From an optimization exercise on the open Yosys and OpenROAD flow, aimed at small area, a short achievable clock period and few clock cycles; shortcuts taken in it are not production practice. In this exercise RTL edits were held to simulation tests only and were not proved equivalent to the original. Power is estimated from default activity; no workload was simulated.

==> flow/design.v <==
module kmpcodec (
    input  wire        clk,
    input  wire        reset,       
    input  wire        cmd_valid,
    input  wire [23:0] cmd_word,
    output wire [7:0]  status,
    input  wire [3:0]  reg_addr,
    input  wire [4:0]  reg_idx,
    output reg  [23:0] reg_rdata,
    input  wire [1:0]  buf_op,      
    input  wire        buf_sel,     
    input  wire [6:0]  buf_idx,
    input  wire [7:0]  buf_wdata,
    output wire [7:0]  buf_rdata
);
    localparam MSGCAP = 32;
    localparam RAWCAP = 66;
    localparam DECMAX = 31;
    localparam MANTB  = 26;
    localparam E_NONE     = 4'd0;
    localparam E_CHECKSUM = 4'd2;
    localparam E_PROTO    = 4'd3;
    localparam E_OVERFLOW = 4'd4;
    localparam E_DANGLING = 4'd5;
    localparam E_SHORT    = 4'd6;
    localparam E_MALFORM  = 4'd7;
    localparam E_ILLEGAL  = 4'd8;
    localparam OP_COMPUTE = 8'h01;
    localparam OP_GEN     = 8'h02;
    localparam OP_CHECK   = 8'h03;
    localparam OP_ENCODE  = 8'h04;
    localparam OP_DECODE  = 8'h05;
    localparam OP_REQ     = 8'h06;
    localparam OP_REPLY   = 8'h09;
    localparam OP_SETTO   = 8'h0A;
    localparam S_IDLE  = 3'd0;
    localparam S_MCRC  = 3'd1;    
    localparam S_DEC   = 3'd2;    
    localparam S_ENC   = 3'd3;    
    localparam S_REPLY = 3'd4;    
    function is_reserved(input [7:0] b);
        is_reserved = (b == 8'h06) || (b == 8'h0D) || (b == 8'h1B) ||
                      (b == 8'h40) || (b == 8'h80);
    endfunction
    function [15:0] crc_byte(input [15:0] c, input [7:0] b);
        integer k;
        reg [15:0] r;
        begin
            r = c;
            for (k = 7; k >= 0; k = k - 1)
                r = {r[14:0], b[k]} ^ (r[15] ? 16'h1021 : 16'h0000);
            crc_byte = r;
        end
    endfunction
    reg [7:0] msg_mem [0:MSGCAP-1];
    reg [7:0] raw_mem [0:RAWCAP-1];
    reg [5:0] msglen;
    reg [6:0] rawlen;
    reg        busy, done;
    reg [3:0]  err;
    reg [4:0]  anomcnt;
    reg [15:0] crcout;
    reg [15:0] timeout;
    reg [15:0] vregid;
    reg        vneg, vexpneg, vvalid;
    reg [5:0]  vexpmag;
    reg [7:0]  vmantlen;
    reg [8*MANTB-1:0] vraw;      
    reg [4:0]  vlm1;            
    reg        vlz;             
    reg [2:0]  state;
    reg [7:0]  op;
    reg [15:0] imm_r;           
    reg [6:0]  i;
    reg [6:0]  j;
    reg [3:0]  pidx;            
    reg [5:0]  er;              
    reg [7:0]  pd0, pd1;        
    reg [7:0]  rb;              
    reg        rbv;
    reg        virt;
    reg        mfree;
    reg [15:0] mc_crc;
    reg [5:0]  mc_cnt;
    reg        mc_ok;
    reg [15:0] ds_crc;
    reg [6:0]  ds_cnt;
    reg [5:0]  ds_j;
    reg        ds_esc;
    reg [4:0]  ds_anom;
    reg        ds_ok;
    integer q;
    wire [7:0]  cop  = cmd_word[23:16];
    wire [15:0] cimm = cmd_word[15:0];
    wire accept  = cmd_valid && !busy;
    wire idle    = !busy;
    wire host_wm = idle && buf_op == 2'd1 && buf_sel == 1'b0 && buf_idx < MSGCAP;
    wire host_wr = idle && buf_op == 2'd1 && buf_sel == 1'b1 && buf_idx < RAWCAP;
    wire host_lm = idle && buf_op == 2'd2 && buf_sel == 1'b0;
    wire host_lr = idle && buf_op == 2'd2 && buf_sel == 1'b1;
    wire mc_valid = mc_ok && (mc_cnt == msglen);
    wire ds_hit   = ds_ok && (ds_cnt == rawlen);
    wire [7:0] vpat [0:5];
    assign vpat[0] = 8'h3F;
    assign vpat[1] = 8'h10;
    assign vpat[2] = imm_r[15:8];
    assign vpat[3] = imm_r[7:0];
    assign vpat[4] = crcout[15:8];
    assign vpat[5] = crcout[7:0];
    reg [7:0] mview [0:MSGCAP-1];
    always @(*) begin
        for (q = 0; q < MSGCAP; q = q + 1)
            mview[q] = (q < 6 && virt) ? vpat[q < 6 ? q : 0] : msg_mem[q];
    end
    wire [7:0] mrd = (buf_idx < {1'b0, msglen}) ? mview[buf_idx[4:0]] : 8'h00;
    wire [7:0] rrd = (buf_idx < rawlen) ? raw_mem[buf_idx] : 8'h00;
    assign buf_rdata = buf_sel ? rrd : mrd;
    wire [7:0] raw_at_i = raw_mem[i[4:0]];
    wire [3:0] pra = busy ? pidx : 4'd0;
    wire [7:0] pb0 = mview[{pra, 1'b0}];
    wire [7:0] pb1 = mview[{pra, 1'b1}];
    wire [15:0] req_crc = crc_byte(crc_byte(crc_byte(crc_byte(crc_byte(crc_byte(
                              16'h0000, 8'h3F), 8'h10), cimm[15:8]), cimm[7:0]), 8'h00), 8'h00);
    wire [7:0] rb0 = cimm[15:8], rb1 = cimm[7:0], rb2 = req_crc[15:8], rb3 = req_crc[7:0];
    wire re0 = is_reserved(rb0), re1 = is_reserved(rb1);
    wire re2 = is_reserved(rb2), re3 = is_reserved(rb3);
    wire [3:0] rese = {re3, re2, re1, re0};
    wire [31:0] rbs = {rb3, rb2, rb1, rb0};
    function integer fpos(input integer c, input integer k);
        integer t;
        begin
            fpos = 3 + k;
            for (t = 0; t < k; t = t + 1)
                if ((c >> t) & 1) fpos = fpos + 1;
        end
    endfunction
    function [7:0] fbyte(input integer c, input integer p, input [31:0] b);
        integer k;
        begin
            fbyte = 8'h0D;
            for (k = 0; k < 4; k = k + 1) begin
                if (p == fpos(c, k))
                    fbyte = ((c >> k) & 1) ? 8'h1B : b[8*k +: 8];
                if (((c >> k) & 1) && p == fpos(c, k) + 1)
                    fbyte = ~b[8*k +: 8];
            end
        end
    endfunction
    reg  [7:0] rframe [0:11];
    reg  [3:0] rflen;
    integer p, c;
    always @(*) begin
        rframe[0] = 8'h80;
        rframe[1] = 8'h3F;
        rframe[2] = 8'h10;
        for (p = 3; p < 12; p = p + 1) begin
            rframe[p] = 8'h0D;
            for (c = 0; c < 16; c = c + 1)
                if (rese == c) rframe[p] = fbyte(c, p, rbs);
        end
        rflen = 4'd8;
        for (c = 0; c < 16; c = c + 1)
            if (rese == c) rflen = fpos(c, 4) + 1;
    end
    wire       ds_from_host = host_wr && mfree &&
                              (buf_idx == 7'd0 || (ds_ok && buf_idx == ds_cnt && ds_cnt < DECMAX));
    wire       ds_fresh     = host_wr && buf_idx == 7'd0;
    wire [7:0] ds_in        = busy ? rb : buf_wdata;
    wire       ds_esc0      = ds_fresh ? 1'b0 : ds_esc;
    wire [15:0] ds_crc0     = ds_fresh ? 16'h0000 : ds_crc;
    wire [5:0] ds_j0        = ds_fresh ? 6'd0 : ds_j;
    wire [4:0] ds_anom0     = ds_fresh ? 5'd0 : ds_anom;
    wire [7:0] ds_ub        = ds_esc0 ? ~ds_in : ds_in;
    wire       ds_emit      = ds_esc0 || ds_in != 8'h1B;
    wire [15:0] ds_crc_n    = ds_emit ? crc_byte(ds_crc0, ds_ub) : ds_crc0;
    wire       dec_step     = (state == S_DEC) && rbv;
    wire       ds_step      = ds_from_host || dec_step;
    wire [7:0] xop     = accept ? cop : op;
    wire       x_crc   = (accept && (cop == OP_COMPUTE || cop == OP_CHECK ||
                                     (cop == OP_GEN && msglen <= 6'd30)) && mc_valid) ||
                         (state == S_MCRC && mc_cnt == msglen);
    wire       x_dec   = (accept && cop == OP_DECODE && rawlen <= DECMAX && ds_hit) ||
                         (state == S_DEC && !rbv && i == rawlen);
    wire       x_reply = (accept && cop == OP_REPLY && !virt) || state == S_REPLY;
    wire [15:0] x_imm  = busy ? imm_r : cimm;
    wire       mat     = virt && ((accept && cop != OP_REQ && cop != OP_DECODE) || host_wm || host_lm);
    wire       x_gen   = x_crc && xop == OP_GEN;
    wire [15:0] gen_crc = crc_byte(crc_byte(mc_crc, 8'h00), 8'h00);
    wire       rp_hdr  = msglen >= 6'd4 && msg_mem[0] == 8'h3F && msg_mem[1] == 8'h10 &&
                         msg_mem[2] == x_imm[15:8] && msg_mem[3] == x_imm[7:0];
    wire       rp_len  = msglen >= 6'd6 && {3'b000, msglen} >= 9'd6 + {1'b0, msg_mem[4]};
    wire       ev0   = er != 6'd0;
    wire       ev1   = er[5:1] != 5'd0;
    wire       eend  = er <= 6'd2;
    wire       ee0   = is_reserved(pd0);
    wire       ee1   = is_reserved(pd1);
    wire       efit  = eend && !(ev1 && ee0 && ee1);
    wire       em2   = ev0;
    wire       em3   = (ev1 && (ee0 || ee1)) ||
                       (eend && ((ev0 && ee0 && !ev1) || (ev1 && !ee0 && !ee1)));
    wire       em4   = (ev1 && ee0 && ee1) || (eend && ev1 && (ee0 ^ ee1));
    wire [2:0] ecnt  = em4 ? 3'd4 : em3 ? 3'd3 : em2 ? 3'd2 : 3'd1;
    wire [7:0] eb0   = ee0 ? 8'h1B : pd0;
    wire [7:0] eb1   = ee1 ? 8'h1B : pd1;
    wire [7:0] es0   = ev0 ? eb0 : 8'h0D;
    wire [7:0] es1   = (ev0 && ee0) ? ~pd0 : (ev1 ? eb1 : 8'h0D);
    wire [7:0] es2   = (ev0 && ee0) ? (ev1 ? eb1 : 8'h0D) : ((ev1 && ee1) ? ~pd1 : 8'h0D);
    wire [7:0] es3   = (ev0 && ee0 && ev1 && ee1) ? ~pd1 : 8'h0D;
    wire       enc_we = state == S_ENC;
    reg        mw_en;       
    reg        mw_two;
    reg [4:0]  mw_a;
    reg [7:0]  mw_d1, mw_d2;
    always @(*) begin
        mw_en  = 1'b0;
        mw_two = 1'b0;
        mw_a   = buf_idx[4:0];
        mw_d1  = buf_wdata;
        mw_d2  = gen_crc[7:0];
        if (x_gen) begin
            mw_en  = 1'b1;
            mw_two = 1'b1;
            mw_a   = msglen[4:0];
            mw_d1  = gen_crc[15:8];
        end else if (ds_step) begin
            mw_en  = ds_emit;
            mw_a   = ds_j0[4:0];
            mw_d1  = ds_ub;
        end else if (host_wm) begin
            mw_en  = 1'b1;
        end
    end
    wire [4:0] mw_a2 = msglen[4:0] + 5'd1;
    wire [7:0] mlane0 = mw_a[0] ? mw_d2 : mw_d1;
    wire [7:0] mlane1 = mw_a[0] ? mw_d1 : mw_d2;
    always @(posedge clk) begin
        for (q = 0; q < MSGCAP; q = q + 1) begin
            if ((mw_en && mw_a == q) || (mw_two && mw_a2 == q))
                msg_mem[q] <= q[0] ? mlane1 : mlane0;
            else if (q < 6 && mat)
                msg_mem[q] <= vpat[q < 6 ? q : 0];
        end
    end
    wire       rq_w   = accept && cop == OP_REQ;
    wire       r0_w   = rq_w || (accept && cop == OP_ENCODE);
    wire       rw_en  = enc_we || host_wr;
    wire [6:0] rw_a   = busy ? j : buf_idx;
    wire [3:0] rw_m   = busy ? {em4, em3, em2, 1'b1} : 4'b0001;
    reg  [7:0] rlane [0:3];
    always @(*) begin
        case (j[1:0])
        2'd0: begin rlane[0] = es0; rlane[1] = es1; rlane[2] = es2; rlane[3] = es3; end
        2'd1: begin rlane[1] = es0; rlane[2] = es1; rlane[3] = es2; rlane[0] = es3; end
        2'd2: begin rlane[2] = es0; rlane[3] = es1; rlane[0] = es2; rlane[1] = es3; end
        default: begin rlane[3] = es0; rlane[0] = es1; rlane[1] = es2; rlane[2] = es3; end
        endcase
        if (!busy) begin
            rlane[0] = buf_wdata; rlane[1] = buf_wdata; rlane[2] = buf_wdata; rlane[3] = buf_wdata;
        end
    end
    reg  [RAWCAP+2:0] rw_dec;
    reg  [RAWCAP-1:0] rw_hit;
    always @(*) begin
        for (q = 0; q < RAWCAP + 3; q = q + 1)
            rw_dec[q] = rw_en && rw_a == q - 3;    
        for (q = 0; q < RAWCAP; q = q + 1)
            rw_hit[q] = (rw_dec[q + 3] & rw_m[0]) |
                        ((q >= 1) && rw_dec[q + 2] & rw_m[1]) |
                        ((q >= 2) && rw_dec[q + 1] & rw_m[2]) |
                        ((q >= 3) && rw_dec[q] & rw_m[3]);
    end
    always @(posedge clk) begin
        for (q = 0; q < RAWCAP; q = q + 1) begin
            if ((q == 0 && r0_w) || (q < 12 && rq_w))
                raw_mem[q] <= rframe[q < 12 ? q : 0];
            else if (rw_hit[q])
                raw_mem[q] <= rlane[q % 4];
        end
    end
    always @(posedge clk) begin
        if (reset) begin
            state    <= S_IDLE;
            busy     <= 1'b0;
            done     <= 1'b0;
            err      <= E_NONE;
            anomcnt  <= 5'd0;
            crcout   <= 16'h0000;
            timeout  <= 16'd1000;
            msglen   <= 6'd0;
            rawlen   <= 7'd0;
            vregid   <= 16'h0000;
            vneg     <= 1'b0;
            vexpneg  <= 1'b0;
            vexpmag  <= 6'd0;
            vmantlen <= 8'd0;
            vlm1     <= 5'd0;
            vlz      <= 1'b1;
            vvalid   <= 1'b0;
            op       <= 8'h00;
            imm_r    <= 16'h0000;
            i        <= 7'd0;
            j        <= 7'd0;
            pidx     <= 4'd0;
            er       <= 6'd0;
            pd0      <= 8'h00;
            pd1      <= 8'h00;
            rb       <= 8'h00;
            rbv      <= 1'b0;
            virt     <= 1'b0;
            mfree    <= 1'b1;
            mc_crc   <= 16'h0000;
            mc_cnt   <= 6'd0;
            mc_ok    <= 1'b1;
            ds_crc   <= 16'h0000;
            ds_cnt   <= 7'd0;
            ds_j     <= 6'd0;
            ds_esc   <= 1'b0;
            ds_anom  <= 5'd0;
            ds_ok    <= 1'b0;
        end else begin
            if (host_lm && buf_idx <= MSGCAP) msglen <= buf_idx[5:0];
            if (host_lr && buf_idx <= RAWCAP) rawlen <= buf_idx;
            if (mat) virt <= 1'b0;
            if (mat || host_wm || host_lm) mfree <= 1'b0;
            if (host_wm) begin
                if (buf_idx == 7'd0) begin
                    mc_crc <= crc_byte(16'h0000, buf_wdata);
                    mc_cnt <= 6'd1;
                    mc_ok  <= 1'b1;
                end else if (buf_idx[5:0] == mc_cnt) begin
                    mc_crc <= crc_byte(mc_crc, buf_wdata);
                    mc_cnt <= mc_cnt + 6'd1;
                end else if (buf_idx[5:0] < mc_cnt) begin
                    mc_ok  <= 1'b0;
                end
            end
            if (host_wm || host_lm) ds_ok <= 1'b0;
            if (host_wr && !ds_from_host && (buf_idx == 7'd0 || buf_idx < ds_cnt)) ds_ok <= 1'b0;
            if (ds_step) begin
                ds_crc  <= ds_crc_n;
                ds_esc  <= !ds_esc0 && ds_in == 8'h1B;
                ds_j    <= ds_j0 + ds_emit;
                ds_anom <= ds_anom0 + (ds_esc0 && !is_reserved(ds_ub));
            end
            if (ds_from_host) begin
                ds_cnt <= ds_fresh ? 7'd1 : ds_cnt + 7'd1;
                ds_ok  <= 1'b1;
            end
            if (accept) begin
                busy    <= 1'b0;
                done    <= 1'b1;
                err     <= E_NONE;
                anomcnt <= 5'd0;
                op      <= cop;
                ds_ok   <= 1'b0;
                pd0     <= pb0;
                pd1     <= pb1;
                pidx    <= 4'd1;
                i       <= 7'd0;
                rbv     <= 1'b0;
                case (cop)
                OP_COMPUTE, OP_CHECK: begin
                    if (!mc_valid) begin
                        busy   <= 1'b1;
                        done   <= 1'b0;
                        state  <= S_MCRC;
                        mc_crc <= 16'h0000;
                        mc_cnt <= 6'd0;
                        mc_ok  <= 1'b1;
                    end
                end
                OP_GEN: begin
                    if (msglen > 6'd30) begin
                        err <= E_OVERFLOW;
                    end else if (!mc_valid) begin
                        busy   <= 1'b1;
                        done   <= 1'b0;
                        state  <= S_MCRC;
                        mc_crc <= 16'h0000;
                        mc_cnt <= 6'd0;
                        mc_ok  <= 1'b1;
                    end
                end
                OP_ENCODE: begin
                    busy  <= 1'b1;
                    done  <= 1'b0;
                    state <= S_ENC;
                    j     <= 7'd1;
                    er    <= msglen;
                end
                OP_DECODE: begin
                    if (rawlen > DECMAX) begin
                        msglen <= 6'd0;
                        err    <= E_OVERFLOW;
                        mfree  <= 1'b1;
                    end else if (!ds_hit) begin
                        busy    <= 1'b1;
                        done    <= 1'b0;
                        state   <= S_DEC;
                        virt    <= 1'b0;
                        mfree   <= 1'b0;
                        ds_crc  <= 16'h0000;
                        ds_j    <= 6'd0;
                        ds_esc  <= 1'b0;
                        ds_anom <= 5'd0;
                    end
                end
                OP_REQ: begin
                    virt   <= 1'b1;
                    mfree  <= 1'b1;
                    imm_r  <= cimm;
                    msglen <= 6'd6;
                    crcout <= req_crc;
                    rawlen <= {3'b000, rflen};
                    mc_crc <= 16'h0000;
                    mc_cnt <= 6'd6;
                    mc_ok  <= 1'b1;
                end
                OP_REPLY: begin
                    if (virt) begin
                        busy  <= 1'b1;
                        done  <= 1'b0;
                        state <= S_REPLY;
                        imm_r <= cimm;
                    end
                end
                OP_SETTO: begin
                    timeout <= cimm;
                end
                default: begin
                    err <= E_ILLEGAL;
                end
                endcase
            end
            if (state == S_MCRC && mc_cnt != msglen) begin
                mc_crc <= crc_byte(mc_crc, mc_cnt[0] ? pd1 : pd0);
                mc_cnt <= mc_cnt + 6'd1;
                if (mc_cnt[0]) begin
                    pd0  <= pb0;
                    pd1  <= pb1;
                    pidx <= pidx + 4'd1;
                end
            end
            if (x_crc) begin
                state <= S_IDLE;
                busy  <= 1'b0;
                done  <= 1'b1;
                case (xop)
                OP_GEN: begin
                    crcout <= gen_crc;
                    msglen <= msglen + 6'd2;
                    mfree  <= 1'b0;
                    mc_crc <= 16'h0000;
                    mc_cnt <= msglen + 6'd2;
                    mc_ok  <= 1'b1;
                end
                OP_CHECK: begin
                    crcout <= mc_crc;
                    if (mc_crc != 16'h0000) err <= E_CHECKSUM;
                end
                default: begin
                    crcout <= mc_crc;
                end
                endcase
            end
            if (state == S_DEC) begin
                rb <= raw_at_i;
                if (i != rawlen) begin
                    rbv <= 1'b1;
                    i   <= i + 7'd1;
                end else begin
                    rbv <= 1'b0;
                end
            end
            if (x_dec) begin
                state   <= S_IDLE;
                busy    <= 1'b0;
                done    <= 1'b1;
                virt    <= 1'b0;
                anomcnt <= ds_anom;
                if (ds_esc) begin
                    err    <= E_DANGLING;
                    msglen <= 6'd0;
                end else if (ds_j < 6'd6) begin
                    err    <= E_SHORT;
                    msglen <= 6'd0;
                end else begin
                    crcout <= ds_crc;
                    if (ds_crc != 16'h0000) begin
                        err    <= E_CHECKSUM;
                        msglen <= 6'd0;
                    end else begin
                        msglen <= ds_j - 6'd2;
                    end
                end
                if (ds_esc || ds_j < 6'd6 || ds_crc != 16'h0000) begin
                    mfree  <= 1'b1;
                    mc_crc <= 16'h0000;
                    mc_cnt <= 6'd0;
                    mc_ok  <= 1'b1;
                end else begin
                    mfree  <= 1'b0;
                    mc_ok  <= 1'b0;
                end
            end
            if (state == S_ENC) begin
                j    <= j + {4'd0, ecnt};
                er   <= er - 6'd2;
                pd0  <= pb0;
                pd1  <= pb1;
                pidx <= pidx + 4'd1;
                if (efit) begin
                    rawlen <= j + {4'd0, ecnt};
                    state  <= S_IDLE;
                    busy   <= 1'b0;
                    done   <= 1'b1;
                end
            end
            if (x_reply) begin
                state <= S_IDLE;
                busy  <= 1'b0;
                done  <= 1'b1;
                if (!rp_hdr) begin
                    err    <= E_PROTO;
                    vvalid <= 1'b0;
                end else if (!rp_len) begin
                    err    <= E_MALFORM;
                    vvalid <= 1'b0;
                end else begin
                    vregid   <= x_imm;
                    vmantlen <= msg_mem[4];
                    vlm1     <= msg_mem[4][4:0] - 5'd1;
                    vlz      <= msg_mem[4] == 8'h00;
                    vneg     <= msg_mem[5][7];
                    vexpneg  <= msg_mem[5][6];
                    vexpmag  <= msg_mem[5][5:0];
                    vvalid   <= 1'b1;
                    for (q = 0; q < MANTB; q = q + 1)
                        vraw[8*q +: 8] <= msg_mem[6 + q];
                end
            end
        end
    end
    assign status = {2'b00, 1'b0, vvalid, (anomcnt != 5'd0), (err != E_NONE), done, busy};
    reg [4:0] vm_k [0:MANTB-1];
    reg [7:0] vm_b;
    always @(*) begin
        vm_b = 8'h00;
        for (q = 0; q < MANTB; q = q + 1) begin
            vm_k[q] = vlm1 - q;
            if (!vlz && q <= vlm1 && reg_idx == vm_k[q])
                vm_b = vm_b | vraw[8*q +: 8];
        end
    end
    always @(*) begin
        case (reg_addr)
        4'h1: reg_rdata = {16'h0000, status};
        4'h2: reg_rdata = {20'h00000, err};
        4'h3: reg_rdata = {8'h00, timeout};
        4'h7: reg_rdata = {19'h00000, anomcnt};
        4'h8: reg_rdata = {8'h00, crcout};
        4'h9: reg_rdata = {18'h00000, msglen};
        4'hA: reg_rdata = {17'h00000, rawlen};
        4'hB: reg_rdata = {8'h00, vregid};
        4'hC: reg_rdata = {22'h000000, vexpneg, vneg};
        4'hD: reg_rdata = {18'h00000, vexpmag};
        4'hE: reg_rdata = {16'h0000, vmantlen};
        4'hF: reg_rdata = {16'h0000, vm_b};
        default: reg_rdata = 24'h000000;
        endcase
    end
endmodule
==> flow/run.sh <==
#!/bin/bash
# synth_recipe.tcl (not shown) runs the flow's synth.tcl, then flattens the netlist and writes it again
# the make line also repeats each setting of config.mk as NAME=value (left out here)
make -C /OpenROAD-flow-scripts/flow DESIGN_CONFIG=/design/flow/config.mk WORK_HOME=/design/flow/orfs CLKGATE_MAP_FILE= SYNTH_SCRIPT=/design/flow/synth_recipe.tcl finish
==> flow/config.mk <==
export PLATFORM = sky130hd
export DESIGN_NAME = kmpcodec
export DESIGN_NICKNAME = kmpcodec
export VERILOG_FILES = /design/flow/design.v
export SDC_FILE = /design/flow/constraint.sdc
export NUM_CORES = 4
export LEC_CHECK = 0
export CAP_MARGIN = 20
export CORE_MARGIN = 2
export CORE_UTILIZATION = 40
export PLACE_DENSITY = 0.68
export SETUP_SLACK_MARGIN = 5
export SLEW_MARGIN = 20
export TNS_END_PERCENT = 0
==> flow/constraint.sdc <==
create_clock -name core_clock -period 10.0 [get_ports {clk}]
set_input_delay 2.0000 -clock core_clock [delete_from_list [all_inputs] [get_ports {clk}]]
set_output_delay 2.0000 -clock core_clock [all_outputs]
set_load 0.01 [all_outputs]
==> run summary <==
==> kinds of logic (layout without fill, tap and decap cells) <==
kind of cell | count (synthesis) | after routing | share of synthesized area, %
AOI/OAI and AO/OA | 1920 | 1920 | 21.1
xor gates and xnor gates | 237 | 237 | 3.58
adders and majority gates | 78 | 78 | 1.51
buffers and inverters | 573 | 905 | 3.64
DFF | 1224 | 1224 | 53.0
muxes | 182 | 182 | 3.08
other | 1 | 36 | 0.00583
and+or+nand+nor | 1900 | 1900 | 14.0
==> state kept, by name (all words and copies together), names as in the netlist, 6 cells and up <==
signal,flops
ds_crc,16
imm_r,16
j,7
vexpmag,6
rawlen,7
pd1,8
ds_j,6
i,7
vmantlen,8
op,8
er,6
msg_mem,256
vregid,16
rb,8
mc_crc,16
vraw,208
crcout,16
raw_mem,528
ds_cnt,7
pd0,8
mc_cnt,6
msglen,6
timeout,16
==> cell type report <==
| cell class | count | area [um2] | area share, % |
|---|---|---|---|
| flip-flops and latches | 1224 | 34100 | 44.3 |
| well taps | 2160 | 2700 | 3.51 |
| clock inverters | 81 | 856 | 1.11 |
| repair buffers | 538 | 5220 | 6.78 |
| multi-input cells | 4328 | 29900 | 38.9 |
| inverters | 117 | 455 | 0.592 |
| diodes | 25 | 62.6 | 0.0813 |
| clock buffers | 169 | 3650 | 4.75 |
==> layer usage <==
| layer | GRT usage, % | vias up |
|---|---|---|
| li1 | - | 24200 |
| met1 | 55.6 | 30500 |
| met2 | 67.0 | 5689 |
| met3 | 13.4 | 1473 |
| met4 | 34.3 | 18 |
| met5 | 0.416 | - |
==> worst max path at each step <==
stage	cells after the start	startpoint	slack (ns)	to
2_1_floorplan	6	cmd_word[21]	3.11	vraw[0]
3_3_place_gp	13	buf_idx[1]	0.69	buf_rdata[3]
3_5_place_dp	13	buf_idx[0]	1.40	buf_rdata[6]
4_1_cts	13	reg_idx[3]	3.34	reg_rdata[1]
5_1_grt	15	buf_idx[0]	3.29	buf_rdata[6]
6_report	12	buf_idx[0]	3.24	buf_rdata[1]
==> metrics by stage <==
step	setup WS [ns]	area, um2	std cells	utilization [%]	power [mW]
4_1_cts	3.34	76400	8596	47.7	11.7
5_1_grt	3.29	76900	8619	48.0	12.0
2_1_floorplan	3.11	64400	6125	-	6.09
6_report	3.24	77000	8642	48.1	11.8
3_5_place_dp	1.40	68700	8176	42.9	6.55
3_3_place_gp	0.692	68600	8174	42.8	6.54
==> layout by cell type, fill, tap and decap left out, types with 67 or more instances in the layout <==
master	synthesis	layout
nand4_1	127	127
a21oi_1	367	357
nor2_1	530	471
xor2_1	83	79
ha_1	73	70
nand2_1	603	599
buf_4	22	373
clkbuf_16	0	144
nor3_1	122	103
o211ai_1	67	67
a22oi_1	458	439
edfxtp_1	960	960
nand3_1	133	128
a211oi_1	84	73
o21ai_0	250	220
dfxtp_1	264	260
mux2i_1	114	112
xnor2_1	136	123
inv_1	114	111
a221oi_1	125	105
a222oi_1	72	72
==> worst max-delay path: stages <==
cell and delay, ns:
buf_4 0.15, bufbuf_16 0.29, nand2_8 0.12, nor2_4 0.07
buf_12 0.15, buf_4 0.19, a22oi_2 0.54, nand4_1 0.21
nor4_2 0.37, nor2_1 0.10, a22o_1 0.30, clkdlybuf4s15_2 0.25
==> repair_timing <==
action                     4_1_cts  5_1_grt
gates cloned                     8        3
resized for setup              411       66
setup buffers                  162       17
pin swaps                      110       57
setup endpoints to repair     1324     1256
==> power breakdown <==
part           switching (mW)  total (mW)  internal (mW)
sequential             0.0340        5.52           5.48
combinational           0.761        1.09          0.325
clock                    2.30        5.17           2.87
==> impl_metrics.env <==
export IMPL_status="complete, no violations"
export IMPL_cp_arrival_ns=4.76
export IMPL_drt_iter0_drc=11400
export IMPL_rsz0062_at_grt="yes"
export IMPL_netlist_area_um2=64400
export IMPL_tns_ns=0
export IMPL_slew_viol_final=0
export IMPL_met1_length_um=134000
export IMPL_synth_main_ff_cell="edfxtp_1"
export IMPL_hold_start="timeout[14]"
export IMPL_worstSetupEndpointType="output port"
export IMPL_grt_max_degree=206
export IMPL_cts_buffer_depth=3
export IMPL_start_util_pct=40.2
export IMPL_antenna_found_initial=30
export IMPL_whs_ns=0.454
export IMPL_min_path_cells=2
export IMPL_crit_type="in2out"
export IMPL_p_per_area_nw_per_um2=153
export IMPL_met2_length_um=161000
export IMPL_yosysMostFrequentCell="edfxtp_1"
export IMPL_synth_seq_area_share_pct=53.0
export IMPL_fillers=14600
export IMPL_grt_overflow=0
export IMPL_top_layer="met5"
export IMPL_die_w_um=405
export IMPL_drive_gt1_share_pct=17.2
export IMPL_setup_viol=0
export IMPL_max_slew_margin_pct=7.97
export IMPL_wl_um=382000
export IMPL_synth_distinct_cells=123
export IMPL_clock_skew_ns=0.0273
export IMPL_grt_pass1_vias=56600
export IMPL_core_um2=160000
export IMPL_hold_class="reg2reg"
export IMPL_r2r_end="raw_mem[24][4]"
export IMPL_cap_violations=0
export IMPL_vias_per_cell=7.16
export IMPL_grt_first_pass_wirelength_um=503000
export IMPL_synth_edff_count=960
export IMPL_dieArea_um2=164000
export IMPL_io_buffers=82
export IMPL_syn_area_per_cell_um2=10.5
export IMPL_postSynthCellCount=6115
export IMPL_min_period_ns=6.76
export IMPL_fmax_ghz=0.148
export IMPL_start_kind="primary input"
export IMPL_ff2ff_path_depth=7
export IMPL_drtPass1Iterations=10
export IMPL_hold_viol=0
export IMPL_ys_seq_elements=1224
export IMPL_gp_congestion=1.09
export IMPL_rows=147
export IMPL_groute_usage_overall_pct=45.2
export IMPL_r2r_start="busy"
export IMPL_path_clk_slew_ns=0.06
export IMPL_synth_top_area_cell="edfxtp_1"
export IMPL_async_reset_ff_share_pct=0
export IMPL_postCtsHoldBufs=0
export IMPL_route_met3_wl_um=49400
export IMPL_timing_final_crit_share_pct=67.6
export IMPL_worst_pin_slew_ns=1.38
export IMPL_ys_top_cells_by_count="960 x edfxtp_1, 603 x nand2_1, 530 x nor2_1"
export IMPL_hold_end="timeout[14]"
export IMPL_drc_errors=0
export IMPL_cts_sinks=1224
export IMPL_cts_tree="done"
export IMPL_critPathMaxFanout=7
export IMPL_post_drt_wl_per_cell_um=44.2
export IMPL_crit_required_ns=8.00
export IMPL_htree_num_levels=4
export IMPL_vias=61900
export IMPL_fin_nets=6477
export IMPL_yosys_area_top_type_share_pct=44.8
export IMPL_postRouteAntennaNets=0
export IMPL_regToRegSetupSlack_ns=4.26
export IMPL_numCtsBuffers=140
export IMPL_synth_area_leaders="edfxtp_1 45%, dfxtp_1 8.2%, a22oi_1 5.3%"
export IMPL_yosysWarnings=7
export IMPL_insertion_delay_ns=0.82
export IMPL_synthToLayoutAreaGrowth_pct=19.6
export IMPL_dpl_hpwl_um=278000
export IMPL_p_leak_nw=25.7
export IMPL_io_pins=94
export IMPL_vdd_drop_max_v=0.000179
export IMPL_die_y_um=405
export IMPL_root_buffer="clkbuf_16"
Testbench counts, summed over its fixed seeds: cycles 10,011.

[what the ideal ports hide]
Ports are ideal in the flow. The routed layout listed here was re-timed in OpenROAD. Step 1 assumes that a clkbuf_16 drives the clock port and a buf_2 every other input. Step 2, shift: input delay + t, output delay - t, t = (earliest + latest rising clock arrival at the registers) / 2. This alone moves slack from input paths to output paths. Slacks: ideal ports / drivers / drivers and shift; pairs: ideal ports / drivers.
shift t [ns]: 0.884
slack for setup (ns): 3.240 / 3.087 / 2.639
latest minus earliest clock arrival (ns): 0.028 / 0.028
After both steps this run still meets setup and hold. For this run, drivers alone change the setup slack by -0.153 ns; drivers and shift together by -0.601 ns.
